Context: an optimization exercise on an open-source flow, tuned for small area. The choices shown serve that exercise and are no tape-out recipe.
Only simulation tests tie the RTL to the original design; equivalence was not proved.
Power and IR drop assume default switching activity.

==> inputs of amber <==
==> flow/design.v <==
module synth_ctrl_drv (
    input  wire       wr_ale,
    input  wire       wr_cs,
    input  wire [4:0] addr,
    input  wire [7:0] data,
    output wire [7:0] bus,
    output wire       ale,
    output wire       cs_n
);
    assign bus  = wr_cs ? data : {3'd0, addr[4] & wr_ale, addr[3:0]};
    assign ale  = wr_ale;
    assign cs_n = ~wr_cs;
endmodule
module synth_ctrl_add #(
    parameter N = 4
) (
    input  wire [N-1:0] a,
    input  wire [N-1:0] b,
    input  wire         ci,
    output wire [N-1:0] s,
    output wire         co
);
    wire [N:0] c;
    assign c[0] = ci;
    genvar k;
    generate
        for (k = 0; k < N; k = k + 1) begin : g_bit
            assign s[k]   = a[k] ^ b[k] ^ c[k];
            assign c[k+1] = (a[k] & b[k]) | (c[k] & (a[k] ^ b[k]));
        end
    endgenerate
    assign co = c[N];
endmodule
module synth_ctrl_gtc #(
    parameter N = 10,
    parameter [N-1:0] K = 0
) (
    input  wire [N-1:0] x,
    output wire         gt
);
    wire [N:0] g;            
    assign g[0] = 1'b0;
    genvar k;
    generate
        for (k = 0; k < N; k = k + 1) begin : g_bit
            if (K[k])
                assign g[k+1] = x[k] & g[k];
            else
                assign g[k+1] = x[k] | g[k];
        end
    endgenerate
    assign gt = g[N];
endmodule
module synth_ctrl (
    input  wire        clk,
    input  wire        rst,           
    input  wire        tick,          
    input  wire        us_tick,       
    output wire [3:0]  sel,
    output wire        adc_req,
    input  wire        adc_valid,
    input  wire [9:0]  adc_data,
    output wire [7:0]  bus,
    output wire        ale,
    output wire        cs_n,
    output wire        nv_rd,
    output wire        nv_we,
    output wire        nv_word,
    output wire [7:0]  nv_addr,
    output wire [15:0] nv_wdata,
    input  wire        nv_rvalid,
    input  wire [15:0] nv_rdata,
    output wire [7:0]  led,
    output wire        led_sync,
    output wire        led_valid
);
    localparam [9:0] OFF_MAX     = 10'd613;
    localparam [9:0] OFF_DEFAULT = 10'd306;
    localparam [3:0] WF_TRI   = 4'b0001;
    localparam [3:0] WF_SAW   = 4'b0010;
    localparam [3:0] WF_PULSE = 4'b0100;
    localparam [3:0] WF_NOISE = 4'b1000;
    localparam [1:0] O3_NONE = 2'd0;
    localparam [1:0] O3_SYNC = 2'd1;
    localparam [1:0] O3_RING = 2'd2;
    localparam [2:0] S_LOAD = 3'd0;    
    localparam [2:0] S_IDLE = 3'd1;
    localparam [2:0] S_SET  = 3'd2;    
    localparam [2:0] S_WAIT = 3'd3;    
    localparam [2:0] S_POST = 3'd4;    
    localparam [2:0] S_PRE  = 3'd5;    
    localparam [2:0] S_ALE  = 3'd6;    
    localparam [2:0] S_CS   = 3'd7;    
    reg [2:0]  st;
    reg [3:0]  ch;
    reg [8:0]  cnt;
    reg        pending;
    reg [3:0]  wf;
    reg [1:0]  ft;
    reg [1:0]  md;
    reg        gate_off;
    reg        tm;
    reg [9:0]  off;
    reg [2:0]  sm;
    reg [2:0]  ign;
    reg        cdirty, cresync, fdirty, cvalid, ochg;
    reg        p_lo, p_hi;
    reg [9:0]  r0, r1, r2, r3, r4;
    reg [3:0]  res;
    wire settle_done = &cnt[8:4] & cnt[2];      
    wire hold_done   = cnt[3] & cnt[1];         
    assign sel     = ch;
    assign adc_req = (st == S_SET) && settle_done;
    wire   arrive  = (st == S_WAIT) && adc_valid;
    wire counting = (st == S_SET) ? ~settle_done :
                    (st == S_ALE || st == S_CS) ? ~hold_done : 1'b0;
    wire [8:0] cnt_inc;
    synth_ctrl_add #(9) u_add_c (.a(cnt), .b(9'd0), .ci(us_tick), .s(cnt_inc), .co());
    always @(posedge clk)
        cnt <= counting ? cnt_inc : 9'd0;
    wire sF = sm[0], sW = sm[1], sR = sm[2];
    wire iF = ign[0], iW = ign[1], iR = ign[2];
    wire tog    = sF & ~iF & (sR | iR);                
    wire tm_n   = tm ^ tog;
    wire enter  = tog & ~tm;
    wire save_off = tog & tm;
    wire md_on  = (md != O3_NONE);
    wire mute   = sW & ~iW & sR & ~iR & ~tog;          
    wire filt   = ~tm & sF & ~iF & ~sR & ~iR;          
    wire wstep  = sW & ~iW & ~mute;                    
    wire unmute = wstep & gate_off;
    wire wrot   = wstep & ~gate_off;
    wire gate_n = (gate_off | mute) & ~unmute;
    wire rstep  = ~tm_n & ~gate_n & sR & ~iR & ~tog & ~mute;    
    wire [1:0] md3 = enter ? O3_NONE : md;
    wire wf_none = (wf == 4'd0);
    wire [3:0] wf7 = wf_none ? WF_PULSE : wf;                   
    wire [3:0] wf8 = wrot ? {wf7[2:0], wf7[3]} : wf7;
    wire off_zero = (off == 10'd0);
    wire off_max  = (off == OFF_MAX);
    wire dec = tm_n & sF & ~sR & ~off_zero;
    wire inc = tm_n & sR & (sF ? off_zero : ~off_max);
    wire       pot_on;
    synth_ctrl_gtc #(10, 10'd50) u_gt50 (.x(adc_data), .gt(pot_on));
    wire [3:0] pot_wf = adc_data[9] ? (adc_data[8] ? WF_PULSE : WF_SAW) :
                        adc_data[8] ? WF_TRI : WF_NOISE;
    wire [3:0] wf9 = pot_on ? pot_wf : wf8;
    wire x4_hi, x4_mid, x4_lo;
    synth_ctrl_gtc #(10, 10'd750) u_gt750 (.x(adc_data), .gt(x4_hi));
    synth_ctrl_gtc #(10, 10'd300) u_gt300 (.x(adc_data), .gt(x4_mid));
    synth_ctrl_gtc #(10, 10'd100) u_gt100 (.x(adc_data), .gt(x4_lo));
    wire [1:0] md11 = x4_hi ? O3_RING : x4_mid ? O3_SYNC : x4_lo ? md : O3_NONE;
    wire        use_tab = st[2];
    wire [10:0] fidx;
    wire [12:0] ft5;
    synth_ctrl_add #(10) u_add_i (
        .a  (use_tab ? r4 : {10{dec}}),
        .b  (off),
        .ci (~use_tab & inc),
        .s  (fidx[9:0]),
        .co (fidx[10])
    );
    assign ft5[1:0] = {~fidx[1], fidx[0]};
    synth_ctrl_add #(11) u_add_t (.a(fidx), .b({2'b00, fidx[10:2]}), .ci(fidx[1]), .s(ft5[12:2]), .co());
    wire       ring  = (md == O3_RING);
    wire       sync  = (md == O3_SYNC);
    wire [3:0] wfe   = ring ? WF_TRI : wf;
    wire [2:0] fcode = {ft[1], ~ft[1] & ft[0], ~(ft[1] ^ ft[0])};    
    wire ctrl_sel = (ch == 4'd4);
    wire wreq     = ctrl_sel ? (cresync | cdirty | fdirty) : (p_lo | p_hi);
    reg [4:0] waddr;
    reg [7:0] wdata;
    always @(*) begin
        case (ch)
            4'd3:    begin waddr = 5'h06; wdata = {{4{~gate_off}}, 4'h0}; end
            4'd4:    begin
                if (cresync)     begin waddr = 5'h04; wdata = {wfe, 4'd0}; end
                else if (cdirty) begin waddr = 5'h04; wdata = {wfe, 1'b0, ring, sync, ~gate_off}; end
                else             begin waddr = 5'h18; wdata = {1'b0, fcode, 4'hF}; end
            end
            4'd5:    begin waddr = p_lo ? 5'h00 : 5'h01; wdata = p_lo ? {ft5[4:0], 3'd0} : ft5[12:5]; end
            4'd6:    begin waddr = p_lo ? 5'h07 : 5'h08; wdata = p_lo ? {ft5[4:0], 3'd0} : ft5[12:5]; end
            4'd7:    begin waddr = p_lo ? 5'h0E : 5'h0F; wdata = p_lo ? {ft5[4:0], 3'd0} : ft5[12:5]; end
            4'd8:    begin waddr = p_lo ? 5'h02 : 5'h03; wdata = p_lo ? {r4[5:0], 2'b00} : {4'd0, r4[9:6]}; end
            4'd9:    begin waddr = p_lo ? 5'h15 : 5'h16; wdata = p_lo ? {5'd0, r4[1:0], 1'b0} : r4[9:2]; end
            default: begin waddr = 5'h17; wdata = {res, 4'h7}; end
        endcase
    end
    synth_ctrl_drv u_drv (
        .wr_ale (st == S_ALE),
        .wr_cs  (st == S_CS),
        .addr   (waddr),
        .data   (wdata),
        .bus    (bus),
        .ale    (ale),
        .cs_n   (cs_n)
    );
    wire       gt512 = adc_data[9] & (|adc_data[8:0]);
    wire       x8lo_n;
    synth_ctrl_gtc #(10, 10'd39) u_gt39 (.x(adc_data), .gt(x8lo_n));
    wire [9:0] cval  = {adc_data[9:6], (ch == 4'd8 && !x8lo_n) ? 6'd40 : adc_data[5:0]};
    wire       cneed = ~cvalid | (cval != r0) | (ochg & ~ch[3]);
    wire [3:0] rval  = adc_data[9:6];
    wire       rneed = ~cvalid | (rval != res);
    wire [3:0] ld_nib  = nv_rdata[7:4];
    wire       ld_wfok = (ld_nib == 4'h1) || (ld_nib == 4'h2) || (ld_nib == 4'h4) || (ld_nib == 4'h8);
    wire       ld_ff   = (nv_rdata[7:0] == 8'hFF);
    wire       ld_big;
    synth_ctrl_gtc #(15, 15'd613) u_gt613 (.x(nv_rdata[14:0]), .gt(ld_big));
    wire [9:0] ld_off  = nv_rdata[15] ? 10'd0 : ld_big ? OFF_MAX : nv_rdata[9:0];
    wire post_end = (st == S_POST) && !wreq;
    assign nv_rd    = (st == S_LOAD) && !ch[0];
    assign nv_word  = ch[1] & ~ch[3];
    assign nv_we    = (arrive && ch == 4'd3 && save_off) ||
                      (post_end && ch == 4'd10 && sm != 3'd0);
    assign nv_addr  = {6'd0, nv_word, 1'b0};
    assign nv_wdata = {6'd0, off[9:8], ch[3] ? {wf, ft, md} : off[7:0]};
    assign led       = tm ? 8'hFF : {gate_off ? 4'h0 : wfe, ring, fcode};
    assign led_sync  = tm | sync;
    assign led_valid = post_end && ch == 4'd11;
    always @(posedge clk) begin
        if (rst) begin
            st       <= S_LOAD;
            ch       <= 4'd0;
            pending  <= 1'b0;
            gate_off <= 1'b0;
            tm       <= 1'b0;
            ign      <= 3'd0;
            cdirty   <= 1'b1;
            cresync  <= 1'b0;
            fdirty   <= 1'b1;
            cvalid   <= 1'b0;
            off      <= OFF_DEFAULT;      
        end else begin
            if (tick && st != S_IDLE)
                pending <= 1'b1;
            case (st)
            S_LOAD: begin
                if (!ch[0] || (nv_rvalid && !ch[1] && !ld_ff))
                    ch <= ch + 4'd1;
                if (ch[0] && nv_rvalid) begin
                    if (!ch[1]) begin
                        wf <= ld_wfok ? ld_nib : 4'd0;
                        ft <= ld_ff ? 2'd0 : nv_rdata[3:2];
                        md <= (nv_rdata[1:0] == 2'd3) ? O3_NONE : nv_rdata[1:0];
                    end else begin
                        off <= ld_off;
                    end
                    if (ch[1] || ld_ff)
                        st <= S_IDLE;
                end
            end
            S_IDLE: begin
                ch <= 4'd0;
                if (tick || pending) begin
                    pending <= pending && tick;
                    st      <= S_SET;
                end
            end
            S_SET: begin
                if (settle_done)
                    st <= S_WAIT;
            end
            S_WAIT: begin
                if (adc_valid) begin
                    st   <= S_POST;
                    p_lo <= 1'b0;
                    p_hi <= 1'b0;
                    case (ch)
                    4'd0, 4'd1, 4'd2: sm <= {gt512, sm[2:1]};
                    4'd3: begin
                        ign      <= {iR | tog | mute | rstep, iW | sW, iF | tog | filt};
                        tm       <= tm_n;
                        gate_off <= gate_n;
                        cdirty   <= cdirty | (enter & md_on) | (mute & ~gate_off) | wf_none | wstep | rstep |
                                    (pot_on & ~|(pot_wf & wf8));    
                        cresync  <= cresync | unmute | (rstep & (md3 == O3_RING));
                        fdirty   <= fdirty | filt;
                        wf       <= wf9;
                        md       <= rstep ? ((md3 == O3_RING) ? O3_NONE : md3 + 2'd1) : md3;
                        ft       <= ft + {1'b0, filt};
                        p_lo     <= (mute & ~gate_off) | unmute;
                        ochg     <= inc | dec;
                        off      <= fidx[9:0];
                    end
                    4'd4: if (!tm) begin
                        md      <= md11;
                        cdirty  <= cdirty | (md11 != md);
                        cresync <= cresync | ((md11 == O3_NONE) & md_on);
                    end
                    4'd10: begin
                        p_lo   <= rneed;
                        res    <= rval;
                        cvalid <= 1'b1;
                    end
                    default: begin
                        p_lo <= cneed;
                        p_hi <= cneed;
                        r0 <= r1; r1 <= r2; r2 <= r3; r3 <= r4; r4 <= cval;
                    end
                    endcase
                end
            end
            S_POST: begin
                if (wreq) begin
                    st <= S_PRE;
                end else begin
                    ch <= ch + 4'd1;
                    if (ch == 4'd10) begin
                        if (sm == 3'd0)
                            ign <= 3'd0;
                    end else if (ch == 4'd11) begin
                        st <= S_IDLE;
                    end else begin
                        st <= S_SET;
                    end
                end
            end
            S_PRE: st <= S_ALE;
            S_ALE: begin
                if (hold_done)
                    st <= S_CS;
            end
            default: begin    
                if (hold_done) begin
                    st <= S_POST;
                    if (ctrl_sel) begin
                        if (cresync)     cresync <= 1'b0;
                        else if (cdirty) cdirty  <= 1'b0;
                        else             fdirty  <= 1'b0;
                    end else begin
                        if (p_lo) p_lo <= 1'b0;
                        else      p_hi <= 1'b0;
                    end
                end
            end
            endcase
        end
    end
endmodule
==> flow/flow/run.sh <==
#!/bin/bash
# The standard layout (standard.sh: standard synthesis, floorplan, place,
# CTS, route, finish) with two changes:
#  - the port buffers that global placement inserts on every input and
#    output use the smallest buffer cell;
#  - the constant outputs share the one tie cell that synthesis made,
#    instead of a tie cell each.
set -euo pipefail
export BUFFER_PORTS_ARGS="-buffer_cell sky130_fd_sc_hd__buf_1"
export SKIP_REPAIR_TIE_FANOUT=1
bash standard.sh finish > standard_flow.log 2>&1
==> flow/standard.sh <==
#!/bin/bash
# synth_recipe.tcl (not shown) runs the flow's synth.tcl, then flattens the netlist and writes it again
# the make line also repeats each setting of config.mk as NAME=value (left out here)
make -C /OpenROAD-flow-scripts/flow DESIGN_CONFIG=/design/flow/config.mk WORK_HOME=/design/flow/orfs CLKGATE_MAP_FILE= SYNTH_SCRIPT=/design/flow/synth_recipe.tcl "${@:-finish}"
==> flow/config.mk <==
export PLATFORM = sky130hd
export DESIGN_NAME = synth_ctrl
export DESIGN_NICKNAME = synth_ctrl
export VERILOG_FILES = /design/flow/design.v
export SDC_FILE = /design/flow/constraint.sdc
export NUM_CORES = 4
export LEC_CHECK = 0
export CAP_MARGIN = 20
export CORE_MARGIN = 2
export CORE_UTILIZATION = 60
export CTS_BUF_LIST = sky130_fd_sc_hd__clkbuf_8
export SLEW_MARGIN = 20
==> flow/constraint.sdc <==
create_clock -name core_clock -period 10.0 [get_ports {clk}]
set_input_delay 2.0000 -clock core_clock [delete_from_list [all_inputs] [get_ports {clk}]]
set_output_delay 2.0000 -clock core_clock [all_outputs]
set_load 0.01 [all_outputs]
==> nickel (differences from amber) <==
--- a/flow/design.v
+++ b/flow/design.v
@@ -199,5 +199,5 @@
     wire       x8lo_n;
     synth_ctrl_gtc #(10, 10'd39) u_gt39 (.x(adc_data), .gt(x8lo_n));
-    wire [9:0] cval  = {adc_data[9:6], (ch == 4'd8 && !x8lo_n) ? 6'd40 : adc_data[5:0]};
+    wire [9:0] cval  = (ch == 4'd8 && !x8lo_n) ? 10'd40 : adc_data;
     wire       cneed = ~cvalid | (cval != r0) | (ochg & ~ch[3]);
     wire [3:0] rval  = adc_data[9:6];
@@ -215,5 +215,5 @@
                       (post_end && ch == 4'd10 && sm != 3'd0);
     assign nv_addr  = {6'd0, nv_word, 1'b0};
-    assign nv_wdata = {6'd0, off[9:8], ch[3] ? {wf, ft, md} : off[7:0]};
+    assign nv_wdata = {6'd0, off[9:8], nv_word ? off[7:0] : {wf, ft, md}};
     assign led       = tm ? 8'hFF : {gate_off ? 4'h0 : wfe, ring, fcode};
     assign led_sync  = tm | sync;
@@ -231,5 +231,4 @@
             fdirty   <= 1'b1;
             cvalid   <= 1'b0;
-            off      <= OFF_DEFAULT;      
         end else begin
             if (tick && st != S_IDLE)
@@ -237,17 +236,23 @@
             case (st)
             S_LOAD: begin
-                if (!ch[0] || (nv_rvalid && !ch[1] && !ld_ff))
-                    ch <= ch + 4'd1;
-                if (ch[0] && nv_rvalid) begin
-                    if (!ch[1]) begin
+                case (ch[1:0])
+                    2'd0: ch <= 4'd1;
+                    2'd1: if (nv_rvalid) begin
                         wf <= ld_wfok ? ld_nib : 4'd0;
                         ft <= ld_ff ? 2'd0 : nv_rdata[3:2];
                         md <= (nv_rdata[1:0] == 2'd3) ? O3_NONE : nv_rdata[1:0];
-                    end else begin
+                        if (ld_ff) begin
+                            off <= OFF_DEFAULT;
+                            st  <= S_IDLE;
+                        end else begin
+                            ch  <= 4'd2;
+                        end
+                    end
+                    2'd2: ch <= 4'd3;
+                    default: if (nv_rvalid) begin
                         off <= ld_off;
+                        st  <= S_IDLE;
                     end
-                    if (ch[1] || ld_ff)
-                        st <= S_IDLE;
-                end
+                endcase
             end
             S_IDLE: begin
@@ -274,5 +279,5 @@
                         gate_off <= gate_n;
                         cdirty   <= cdirty | (enter & md_on) | (mute & ~gate_off) | wf_none | wstep | rstep |
-                                    (pot_on & ~|(pot_wf & wf8));    
+                                    (pot_on & (pot_wf != wf8));
                         cresync  <= cresync | unmute | (rstep & (md3 == O3_RING));
                         fdirty   <= fdirty | filt;
==> flow/run.sh (new file) <==
#!/bin/bash
# synth_recipe.tcl (not shown) runs the flow's synth.tcl, then flattens the netlist and writes it again
# the make line also repeats each setting of config.mk as NAME=value (left out here)
make -C /OpenROAD-flow-scripts/flow DESIGN_CONFIG=/design/flow/config.mk WORK_HOME=/design/flow/orfs CLKGATE_MAP_FILE= SYNTH_SCRIPT=/design/flow/synth_recipe.tcl finish
removed: flow/flow/run.sh
removed: flow/standard.sh
==> juniper (differences from amber) <==
==> flow/flow/run.sh (replaced) <==
#!/bin/bash
# The standard layout (standard.sh: standard synthesis, floorplan, place,
# CTS, route, finish) with these changes:
#  - at the end of floorplan (flow/post_floorplan.tcl) the combinational
#    logic is resynthesized for area with OpenROAD's restructure, and gates
#    above drive strength 1 are set back to _1; the resizer's usual repair
#    steps then upsize only what slew, capacitance or timing needs;
#  - the port buffers that global placement inserts on every input and
#    output use the smallest buffer cell;
#  - the constant outputs share the one tie cell that synthesis made,
#    instead of a tie cell each.
# Each tool's full output is in the ORFS logs under orfs/logs/, and make's
# output in standard_flow.log.
set -euo pipefail
here=$(pwd)
export POST_FLOORPLAN_TCL="$here/flow/post_floorplan.tcl"
export BUFFER_PORTS_ARGS="-buffer_cell sky130_fd_sc_hd__buf_1"
export SKIP_REPAIR_TIE_FANOUT=1
bash standard.sh finish > standard_flow.log 2>&1
==> flow/flow/post_floorplan.tcl (new file) <==
# Area recovery at the end of floorplan, before placement.
#
# 1. Resynthesize the combinational logic between the registers for area
#    (OpenROAD's restructure, which runs ABC on the mapped netlist), twice.
#    Registers and ports are kept as they are. restructure can leave output
#    ports that synthesis tied to a constant without a driver, so the
#    constant outputs are recorded first and afterwards all tied again, to
#    one tie cell per constant value.
# 2. Set every combinational gate that is still above drive strength 1 back
#    to its _1 variant; the resizer's usual repair steps later upsize
#    whatever slew, capacitance or timing needs.
set block [ord::get_db_block]
set tie_master_name sky130_fd_sc_hd__conb_1

# constant outputs: port name -> tie pin (LO or HI); a port may reach its
# tie cell through buffers
proc net_driver { net } {
  foreach it [$net getITerms] {
    if { [$it isOutputSignal] } { return $it }
  }
  return "NULL"
}
set const_ports [dict create LO {} HI {}]
foreach bt [$block getBTerms] {
  if { [$bt getIoType] ne "OUTPUT" } { continue }
  set net [$bt getNet]
  for {set hop 0} {$hop < 4 && $net ne "NULL"} {incr hop} {
    set drv [net_driver $net]
    if { $drv eq "NULL" } { break }
    set master [[$drv getInst] getMaster]
    if { [$master getName] eq $tie_master_name } {
      dict lappend const_ports [[$drv getMTerm] getName] [$bt getName]
      break
    }
    if { ![string match "sky130_fd_sc_hd__buf_*" [$master getName]] } { break }
    set net [[[$drv getInst] findITerm A] getNet]
  }
}
puts "constant outputs: $const_ports"

report_design_area
set lib [lindex $::env(LIB_FILES) 0]
set rmp_dir $::env(OBJECTS_DIR)/rmp
file mkdir $rmp_dir
for {set pass 0} {$pass < 2} {incr pass} {
  restructure -target area -liberty_file $lib \
    -tielo_port $tie_master_name/LO -tiehi_port $tie_master_name/HI \
    -work_dir $rmp_dir -abc_logfile $::env(LOG_DIR)/2_1_restructure_$pass.log
  report_design_area
}

# tie the constant outputs again, all of one value to one tie cell
set tie_master [[ord::get_db] findMaster $tie_master_name]
foreach pin {LO HI} {
  set ports [dict get $const_ports $pin]
  if { [llength $ports] == 0 } { continue }
  set inst [odb::dbInst_create $block $tie_master "const_out_tie_$pin"]
  set tnet [odb::dbNet_create $block "const_out_$pin"]
  $tnet setSigType SIGNAL
  [$inst findITerm $pin] connect $tnet
  foreach p $ports {
    set bt [$block findBTerm $p]
    set old [$bt getNet]
    $bt disconnect
    $bt connect $tnet
    if { $old ne "NULL" } {
      # drop a tie cell that now drives nothing, and the empty net
      foreach it [$old getITerms] {
        set i [$it getInst]
        if { [[$i getMaster] getName] eq $tie_master_name && [$it isOutputSignal] \
               && [llength [$old getITerms]] == 1 && [llength [$old getBTerms]] == 0 } {
          odb::dbInst_destroy $i
          break
        }
      }
      if { [llength [$old getITerms]] == 0 && [llength [$old getBTerms]] == 0 } {
        odb::dbNet_destroy $old
      }
    }
  }
}
# any other tie cell left driving nothing
foreach i [$block getInsts] {
  if { [[$i getMaster] getName] ne $tie_master_name } { continue }
  set used 0
  foreach it [$i getITerms] {
    set n [$it getNet]
    if { $n ne "NULL" && [$it isOutputSignal] && ([llength [$n getITerms]] > 1 || [llength [$n getBTerms]] > 0) } {
      set used 1
    }
  }
  if { !$used } { odb::dbInst_destroy $i }
}

set n 0
foreach inst [get_cells *] {
  set master [get_property $inst ref_name]
  if { [regexp {^(sky130_fd_sc_hd__[a-z0-9]+)_([0-9]+)$} $master -> base drive] } {
    if { $drive > 1 && ![string match "*df*" $base] && ![string match "*clk*" $base] && ![string match "*conb*" $base] } {
      set small [get_lib_cells -quiet "*/${base}_1"]
      if { $small ne "" } {
        replace_cell $inst [get_name [lindex $small 0]]
        incr n
      }
    }
  }
}
puts "post-floorplan: $n gates set to drive strength 1"
report_design_area
==> qor summary <==
quantity                                                          nickel        amber      juniper
Run status                              no timing/DRC/antenna violations  no timing/DRC/antenna violations  no timing/DRC/antenna violations
Register cell area after layout                              0.00287 mm²  0.00276 mm²  0.00276 mm²
Simple-gate portion of the synthesized area                        17.8%        19.2%        19.2%
Sw Share                                                           36.2%        32.5%        30.9%
Headroom to the max-slew limit                                     31.1%        32.8%        30.1%
Starting Density                                                   62.2%        61.9%        61.9%
Origin of the critical flop-to-flop path                          off[3]        sm[0]        sm[0]
Clock group                                                     0.256 mW     0.258 mW     0.309 mW
Relative contribution of combinational cells to total power        36.2%        21.0%        18.1%
Width of the die                                                  111 µm       110 µm       110 µm
Yosys top cell area share                                          34.3%        30.3%        30.3%
Met2 wire length                                                 9.05 mm      8.33 mm      8.95 mm
Seq/total area                                                     36.9%        38.8%        40.8%
Multi-input gate share of the layout cell area                     45.7%        49.2%        42.4%
Clock power share                                                  20.9%        27.5%        32.3%
Post-route standard cell area excluding fillers              0.00776 mm²  0.00711 mm²  0.00677 mm²

static timing again, ports no longer ideal:
How much do the figures lean on ideal ports? The routed layouts below were timed once more, with nothing changed but the port constraints. Step 1 sets driving cells, clkbuf_16 on the clock port and buf_2 on the other inputs (assumed; they add their load-dependent delay and slew). Step 2 also shifts input and output timing later by t, the mid clock arrival at the registers, as if the neighbouring blocks saw the same clock. Slacks: no drivers / after step 1 / after step 2; pairs: no drivers / after step 1.
| run | t (ns) | setup WS [ns] | worst register clock-pin slew, ns | cell pins on the clock port's net |
|---|---|---|---|---|
| amber | 0.425 | 0.358 / 0.324 / 0.749 | 0.11 / 0.11 | 1 |
| nickel | 0.430 | 0.376 / 0.339 / 0.769 | 0.11 / 0.11 | 1 |
| juniper | 0.428 | 0.564 / 0.528 / 0.956 | 0.11 / 0.11 | 1 |
After both steps every run listed still meets setup and hold.
